From an optimization exercise on the open Yosys and OpenROAD flow, aimed at small area and a short achievable clock period; shortcuts taken in it are not production practice. At most, simulation tests tie the RTL to the original design; equivalence was not proved. Power figures rest on the tool's default switching activity, not on a simulated workload.

Setup of zinc:
## frame_detect
module frame_detect (
    input  wire         clk,
    input  wire         rst,           
    input  wire         in_valid,
    input  wire [15:0]  in_mag,
    output reg          msg_valid,
    output reg          msg_long,
    output wire [111:0] msg_data
);
==> flow/config.mk <==
export PLATFORM = sky130hd
export DESIGN_NAME = frame_detect
export DESIGN_NICKNAME = frame_detect
export VERILOG_FILES = /design/flow/design.v
export SDC_FILE = /design/flow/constraint.sdc
export NUM_CORES = 4
export LEC_CHECK = 0
export ABC_AREA = 1
export CAP_MARGIN = 20
export CORE_MARGIN = 2
export CORE_UTILIZATION = 40
export CTS_BUF_LIST = sky130_fd_sc_hd__clkbuf_16
export CTS_CLUSTER_DIAMETER = 80
export CTS_CLUSTER_SIZE = 30
export SLEW_MARGIN = 20
==> flow/constraint.sdc <==
create_clock -name core_clock -period 10.0 [get_ports {clk}]
set_input_delay 2.0000 -clock core_clock [delete_from_list [all_inputs] [get_ports {clk}]]
set_output_delay 2.0000 -clock core_clock [all_outputs]
set_load 0.01 [all_outputs]
standard.sh (not shown) runs the stock make flow with config.mk's settings and CLKGATE_MAP_FILE= SYNTH_SCRIPT=/design/flow/synth_recipe.tcl, a recipe that flattens the netlist after the stock synthesis.
==> flow/flow/run.sh <==
#!/bin/bash
set -euo pipefail
export BUFFER_PORTS_ARGS="-buffer_cell sky130_fd_sc_hd__buf_2"
export SETUP_SLACK_MARGIN=7
bash standard.sh > flow.log 2>&1
zinc | status: complete | timing, DRC, antenna: pass
[inputs] maple vs zinc
==> flow/flow/run.sh <==
#!/bin/bash
set -euo pipefail
export BUFFER_PORTS_ARGS="-buffer_cell sky130_fd_sc_hd__buf_2"
export SETUP_SLACK_MARGIN=6.6
bash standard.sh > flow.log 2>&1
## What came out
- Final core utilization: maple < zinc
- Delta(period utilization, maple - zinc) < 0
- Worst voltage drop across the vdd grid: maple vs zinc up about 9%
- The run showing the greater number of gates resized after CTS is zinc.
- Compared with zinc, maple shows a final critical path time including I/O delays and setup that is 0.024 ns lower.
- From zinc to maple, synthesized cell count did not move at all.
- Summary of maple over zinc: fraction of area in clock buffers and inverters went down 0.32 points; total area of multi-input combinational cells went down 0.99%.
- maple vs zinc — critical path depth dropped 1.
- Compared to zinc, maple has power per unit of standard cell area 2.8 mW/mm^2 higher.
- Side by side, switching power summed over all nets turned out lower in maple than in zinc.
For violet, these inputs were changed with respect to maple:
==> flow/flow/run.sh <==
#!/bin/bash
set -euo pipefail
export BUFFER_PORTS_ARGS="-buffer_cell sky130_fd_sc_hd__buf_2"
export SETUP_SLACK_MARGIN=7
bash standard.sh > flow.log 2>&1
--- a/flow/config.mk
+++ b/flow/config.mk
@@ -10,6 +10,5 @@
 export CORE_MARGIN = 2
 export CORE_UTILIZATION = 40
-export CTS_BUF_LIST = sky130_fd_sc_hd__clkbuf_16
-export CTS_CLUSTER_DIAMETER = 80
+export CTS_BUF_LIST = sky130_fd_sc_hd__clkbuf_8
 export CTS_CLUSTER_SIZE = 30
 export SLEW_MARGIN = 20
==> comparison <==
- Compared with maple, violet supports a lower clock frequency.
- Against maple, violet reports a cell area that is higher.
- Between maple and violet, the flow reports number of violations reported at the end of detailed-routing iteration 0 increasing by a few percent.
- Summary of violet over maple: sequential share of layout area fell by 3.3 points; power rose by 10%.
- violet vs. maple: global-route wire length before repair moved up; setup slack moved down.
- Status: register cell area after layout parity (violet, maple)
- Clock sink count: violet vs maple identical

========
== run A ==
Another version of the RTL of frame_detect (not shown whole).
Size: about 380 flip-flops.
clock: 10.0 ns
lec_check: 0
abc_area: 1
cap_margin: 20
core_margin: 2
core_utilization: 55
cts_buf_list: sky130_fd_sc_hd__clkbuf_16
cts_cluster_diameter: 110
cts_cluster_size: 30
slew_margin: 20
==> flow/flow/run.sh <==
#!/bin/bash
set -euo pipefail
export BUFFER_PORTS_ARGS="-buffer_cell sky130_fd_sc_hd__buf_2"
export SETUP_SLACK_MARGIN=6.6
bash standard.sh > flow.log 2>&1
Run A went all the way through synthesis, placement and routing and the layout is clean on timing, DRC and antenna.
For run B, these inputs were changed with respect to run A:
- changing CTS_CLUSTER_DIAMETER from 110 to 80
- changing CORE_UTILIZATION from 55 to 40
-- flow/flow/run.sh --
<<< run A, line 4
export SETUP_SLACK_MARGIN=6.6
>>> run B, line 4
export SETUP_SLACK_MARGIN=6.7
Results
Run B: largest driver fanout on the critical path is 7 lower than what run A reported. As far as arrival time at the worst endpoint is concerned, run B and run A perform about the same. Count of plain and timing-repair buffers in run B is 28 higher than in run A. Looking at slowest cell on the critical path, the sky130_fd_sc_hd__dfxtp_4 result is from run B; the sky130_fd_sc_hd__dfxtp_2 one comes from run A. Summary of run B over run A: number of cells on the critical path now sits higher; sum of met3 wire segment lengths after detailed routing now smaller. Of the two values seen for end point of the critical path, msg_data[17] was produced by run A and msg_data[48] by run B.
> inputs changed (run B -> run C)
- SLEW_MARGIN now 10, was 20
- CAP_MARGIN now 10, was 20
-- flow/flow/run.sh --
<<< run B, line 4
export SETUP_SLACK_MARGIN=6.7
>>> run C, line 4
export SETUP_SLACK_MARGIN=6.6
==> notes.md <==
Run C: full flow OK, the timing, DRC and antenna checks passed. In the route summary, run C ends up with a via count below that of run B. Run B reports its cell with the biggest individual delay on the critical path as sky130_fd_sc_hd__dfxtp_4 while run C reports sky130_fd_sc_hd__edfxtp_1. Between run C and run B, the cell area reported after detailed placement figures differ only marginally. Run C ends up with lower signed area change from the synthesized netlist to the final layout than run B does. In run C, the slew of the pin with the lowest slew margin came out 110 ps above the value in run B. In the tables for run C and run B, number of stages on the worst setup path reads lower with run C. Run B was larger in final cell area than run C. Going from run B to run C, routed wire length fell 640 um, final worst setup slack fell 6.1 ps.
diff inputs: run C => run D
- CAP_MARGIN now 20, was 10
- SLEW_MARGIN now 20, was 10
-- flow/flow/run.sh --
<<< run C, line 4
export SETUP_SLACK_MARGIN=6.6
>>> run D, line 4
export SETUP_SLACK_MARGIN=5.5
Results
Reported for run D and run C, number of stages on the worst setup path turned out identical to the last digit. sky130_fd_sc_hd__dfxtp_1 as the standard cell with the maximum stage delay on the critical path was reported by run D, and sky130_fd_sc_hd__edfxtp_1 by run C. Summary — combinational cell fraction of total power, run D relative to run C: lower, by 0.6 points. The worst hold margin number comes out higher for run D vs run C. The end-of-flow core utilization of run C and that of run D are within noise of each other. Per the comparison of run D with run C, total length of routed wires rose 0.34%, clock network fraction of design power up 0.9 points. Higher routed via count was reported by run D, not run C.

========
old:
Starting RTL as in the previous note.
// frame_detect
module frame_detect (
    input  wire         clk,
    input  wire         rst,           
    input  wire         in_valid,
    input  wire [15:0]  in_mag,
    output reg          msg_valid,
    output reg          msg_long,
    output wire [111:0] msg_data
);
clock: 10.0 ns
lec_check: 0
abc_area: 1
cap_margin: 20
core_margin: 2
core_utilization: 45
cts_buf_list: sky130_fd_sc_hd__clkbuf_16
cts_cluster_diameter: 80
cts_cluster_size: 30
slew_margin: 20
==> flow/flow/run.sh <==
#!/bin/bash
set -euo pipefail
export BUFFER_PORTS_ARGS="-buffer_cell sky130_fd_sc_hd__buf_2"
export SETUP_SLACK_MARGIN=6.6
bash standard.sh > flow.log 2>&1
### old -> new
diff --git a/flow/config.mk b/flow/config.mk
--- a/flow/config.mk
+++ b/flow/config.mk
@@ -9,7 +9,8 @@
 export CAP_MARGIN = 20
 export CORE_MARGIN = 2
-export CORE_UTILIZATION = 45
+export CORE_UTILIZATION = 40
 export CTS_BUF_LIST = sky130_fd_sc_hd__clkbuf_16
 export CTS_CLUSTER_DIAMETER = 80
 export CTS_CLUSTER_SIZE = 30
+export PLACE_DENSITY = 0.5
 export SLEW_MARGIN = 20
Notes after the runs:
Ratio of cells with drive above 1 in the final layout, new and old: higher on new
new ended up with dfxtp_4 as its slowest cell on the critical path; old ended up with edfxtp_1.
Via count of the first global-routing pass on new is up relative to old.
In the metrics for new and old, the one carrying the higher portion of total power attributed to combinational logic is old.
Compared new against old; via count within noise.
From new to old, async set-reset flop share out of synthesis did not move at all.

========
Setup of before:
The RTL this note starts from:
==> flow/design.v <==
module frame_detect (
    input  wire         clk,
    input  wire         rst,           
    input  wire         in_valid,
    input  wire [15:0]  in_mag,
    output reg          msg_valid,
    output reg          msg_long,
    output wire [111:0] msg_data
);
    reg         rst_q;           
    reg         ev;              
    reg  [15:0] x;               
    always @(posedge clk) begin
        rst_q <= rst;
        ev    <= in_valid & ~rst;
        x     <= in_mag;
    end
    reg [15:0] w1, w2, w3, w4, w5, w6, w7, w8, w9, w10;
    always @(posedge clk) begin
        if (ev) begin
            w1 <= x;  w2 <= w1; w3 <= w2; w4 <= w3; w5 <= w4;
            w6 <= w5; w7 <= w6; w8 <= w7; w9 <= w8; w10 <= w9;
        end
    end
    wire g1 = w1 > x;            
    wire g2 = w2 > x;
    wire g3 = w3 > x;
    wire g4 = w4 > x;
    wire g5 = w5 > x;
    wire g6 = w6 > x;
    wire l1 = w1 < x;            
    reg q1, q2, q3, q4, q5;
    always @(posedge clk) begin
        if (ev) begin
            q1 <= g1;
            q2 <= q1 & g2;
            q3 <= q2 & g3;
            q4 <= q3 & g4;
            q5 <= q4 & g5;
        end
    end
    wire [17:0] peak_sum  = w9 + w7 + w2 + x;
    reg  [15:0] mean_q;
    always @(posedge clk)
        if (ev)
            mean_q <= peak_sum[17:2];
    wire [17:0] mean3     = 3 * mean_q;
    wire quiet = (mean_q != 16'd0) &&
                 ({2'b00, w10} < mean3) && ({2'b00, w8} < mean3) &&
                 ({2'b00, w3}  < mean3) && ({2'b00, w1} < mean3);
    reg        seen;             
    reg [14:1] pv;
    wire       verdict = pv[14] & q5 & g6;      
    always @(posedge clk) begin
        if (rst_q) begin
            seen <= 1'b0;
            pv   <= 14'd0;
        end else if (ev) begin
            seen   <= 1'b1;
            pv[1]  <= seen & g1;                 
            pv[2]  <= pv[1] & l1;                
            pv[3]  <= pv[2];
            pv[4]  <= pv[3];
            pv[5]  <= pv[4];
            pv[6]  <= pv[5] & q3 & g4;           
            pv[7]  <= pv[6] & l1;                
            pv[8]  <= pv[7] & g1;                
            pv[9]  <= pv[8] & l1;                
            pv[10] <= pv[9] & quiet;             
            pv[11] <= pv[10];
            pv[12] <= pv[11];
            pv[13] <= pv[12];
            pv[14] <= pv[13];
        end
    end
    reg        act;              
    reg        cur_long;
    reg  [7:0] fc;
    reg        pend;
    reg  [6:0] pc;
    reg [55:0] p, q;
    reg        stg;              
    reg        e_skip_end;       
    reg        e_pres_long;      
    reg        e_pres_short;     
    reg        e_lo;             
    reg        e_hi;             
    reg        e_to_p;           
    reg        e_to_q;           
    reg        e_move;           
    wire       cont   = act & ~e_skip_end;
    wire       act_n  = cont | (~act & verdict);
    wire       long_n = (act & (fc == 8'd1)) ? g1 : cur_long;
    wire       pend_n = (pend & ~e_pres_short) | (e_skip_end & ~cur_long);
    wire       stg_n  = (stg & ~e_move) | (act & (fc == 8'd1) & pend);
    wire       lo_n   = cont & ~fc[0] & (fc <= 8'd110);
    wire       hi_n   = cont & ~fc[0] & (fc >= 8'd112) & (fc <= 8'd222) & long_n;
    always @(posedge clk) begin
        if (rst_q) begin
            act          <= 1'b0;
            pend         <= 1'b0;
            stg          <= 1'b0;
            e_skip_end   <= 1'b0;
            e_pres_long  <= 1'b0;
            e_pres_short <= 1'b0;
            e_lo         <= 1'b0;
            e_hi         <= 1'b0;
            e_to_p       <= 1'b0;
            e_to_q       <= 1'b0;
            e_move       <= 1'b0;
        end else if (ev) begin
            act      <= act_n;
            cur_long <= long_n;
            pend     <= pend_n;
            stg      <= stg_n;
            fc       <= act ? fc + 8'd1 : 8'd0;
            pc       <= pend ? pc + 7'd1 : 7'd0;
            e_skip_end   <= cont & (fc == (long_n ? 8'd237 : 8'd125));
            e_pres_long  <= cont & long_n & (fc == 8'd222);
            e_pres_short <= pend_n & pend & (pc == 7'd95);
            e_lo         <= lo_n;
            e_hi         <= hi_n;
            e_to_p       <= lo_n & ~(pend_n | stg_n);
            e_to_q       <= (lo_n & (pend_n | stg_n)) | hi_n;
            e_move       <= stg_n & ~pend_n & ~lo_n & ~hi_n;
        end
    end
    always @(posedge clk) begin
        if (ev) begin
            if (e_to_p)
                p <= {p[54:0], g1};
            else if (e_move)
                p <= q;
            if (e_to_q)
                q <= {q[54:0], g1};
        end
    end
    reg [3:0] lng;
    always @(posedge clk) begin
        msg_valid <= ev & ~rst & (e_pres_long | e_pres_short);
        if (ev & (e_pres_long | e_pres_short))
            msg_long <= e_pres_long;
        lng[0] <= e_pres_long;
        lng[1] <= e_pres_long & ev;
        lng[2] <= e_pres_long & ~e_pres_short;
        lng[3] <= e_pres_long & ~rst;
    end
    assign msg_data = {p, q & {{14{lng[3]}}, {14{lng[2]}}, {14{lng[1]}}, {14{lng[0]}}}};
endmodule
Settings: LEC_CHECK=0, ABC_AREA=1, CAP_MARGIN=20, CORE_MARGIN=2, CORE_UTILIZATION=40, SLEW_MARGIN=20; clock period 10.0 ns.
==> flow/flow/run.sh <==
#!/bin/bash
set -euo pipefail
export BUFFER_PORTS_ARGS="-buffer_cell sky130_fd_sc_hd__buf_2"
export SETUP_SLACK_MARGIN=7
bash standard.sh > flow.log 2>&1
before went all the way through the flow, and no timing, DRC or antenna check failed.
--- input diff before..after ---
- an added CTS_BUF_LIST of sky130_fd_sc_hd__clkbuf_8
- an added CTS_CLUSTER_SIZE of 30
Findings:
- before -> after: count of final setup violators delta 0, exact match
- The final setup slack of the worst path of after exceeds that of before by 15 ps.
- after vs. before: core utilization of the finished layout went down by 0.86 points.
- Of before and after, the run reporting the lower sequential share of layout area was before.
- Going from before to after, leakage power shows a reduction of about 1.5%, post-CTS setup buffer count shows a reduction of 19%, data arrival time of the critical path shows an increase of 90 ps.
- Part of the total power dissipated in the clock network in after is 2.7 points lower than in before
No run of this note included a check of the RTL's function; only the layout flow was run.

-- afterwards: timing with drivers on the ports --
Ports are ideal in the flow. The routed layouts listed here were re-timed in OpenROAD. Step 1 assumes that a clkbuf_16 drives the clock port and a buf_2 every other input. Step 2 times the ports against the registers' clock, not the clock port: input delays grow and output delays shrink by t, the midpoint of the rising clock arrivals with the driver on. Three values: ideal, step 1, step 2; two values: the first two.
run | t (ns) | setup slack, ns | worst setup path after step 2 | pins driven straight from the clock port
zinc | 0.641 | 6.680 / 6.621 / 7.262 | register to output | 1
maple | 0.615 | 6.705 / 6.652 / 7.192 | register to register | 1
violet | 0.678 | 6.614 / 6.566 / 7.244 | register to output | 1
run A | 0.580 | 6.682 / 6.631 / 6.783 | register to register | 1
run B | 0.613 | 6.682 / 6.627 / 6.882 | register to register | 1
run C | 0.612 | 6.676 / 6.621 / 6.810 | register to register | 1
run D | 0.627 | 6.394 / 6.340 / 6.575 | register to register | 1
old | 0.621 | 6.681 / 6.628 / 6.773 | register to register | 1
new | 0.635 | 6.634 / 6.580 / 6.768 | register to register | 1
before | 0.587 | 6.551 / 6.551 / 6.551 | register to register | 1
after | 0.695 | 6.565 / 6.555 / 6.565 | register to register | 1
After both steps every run listed still meets setup and hold.
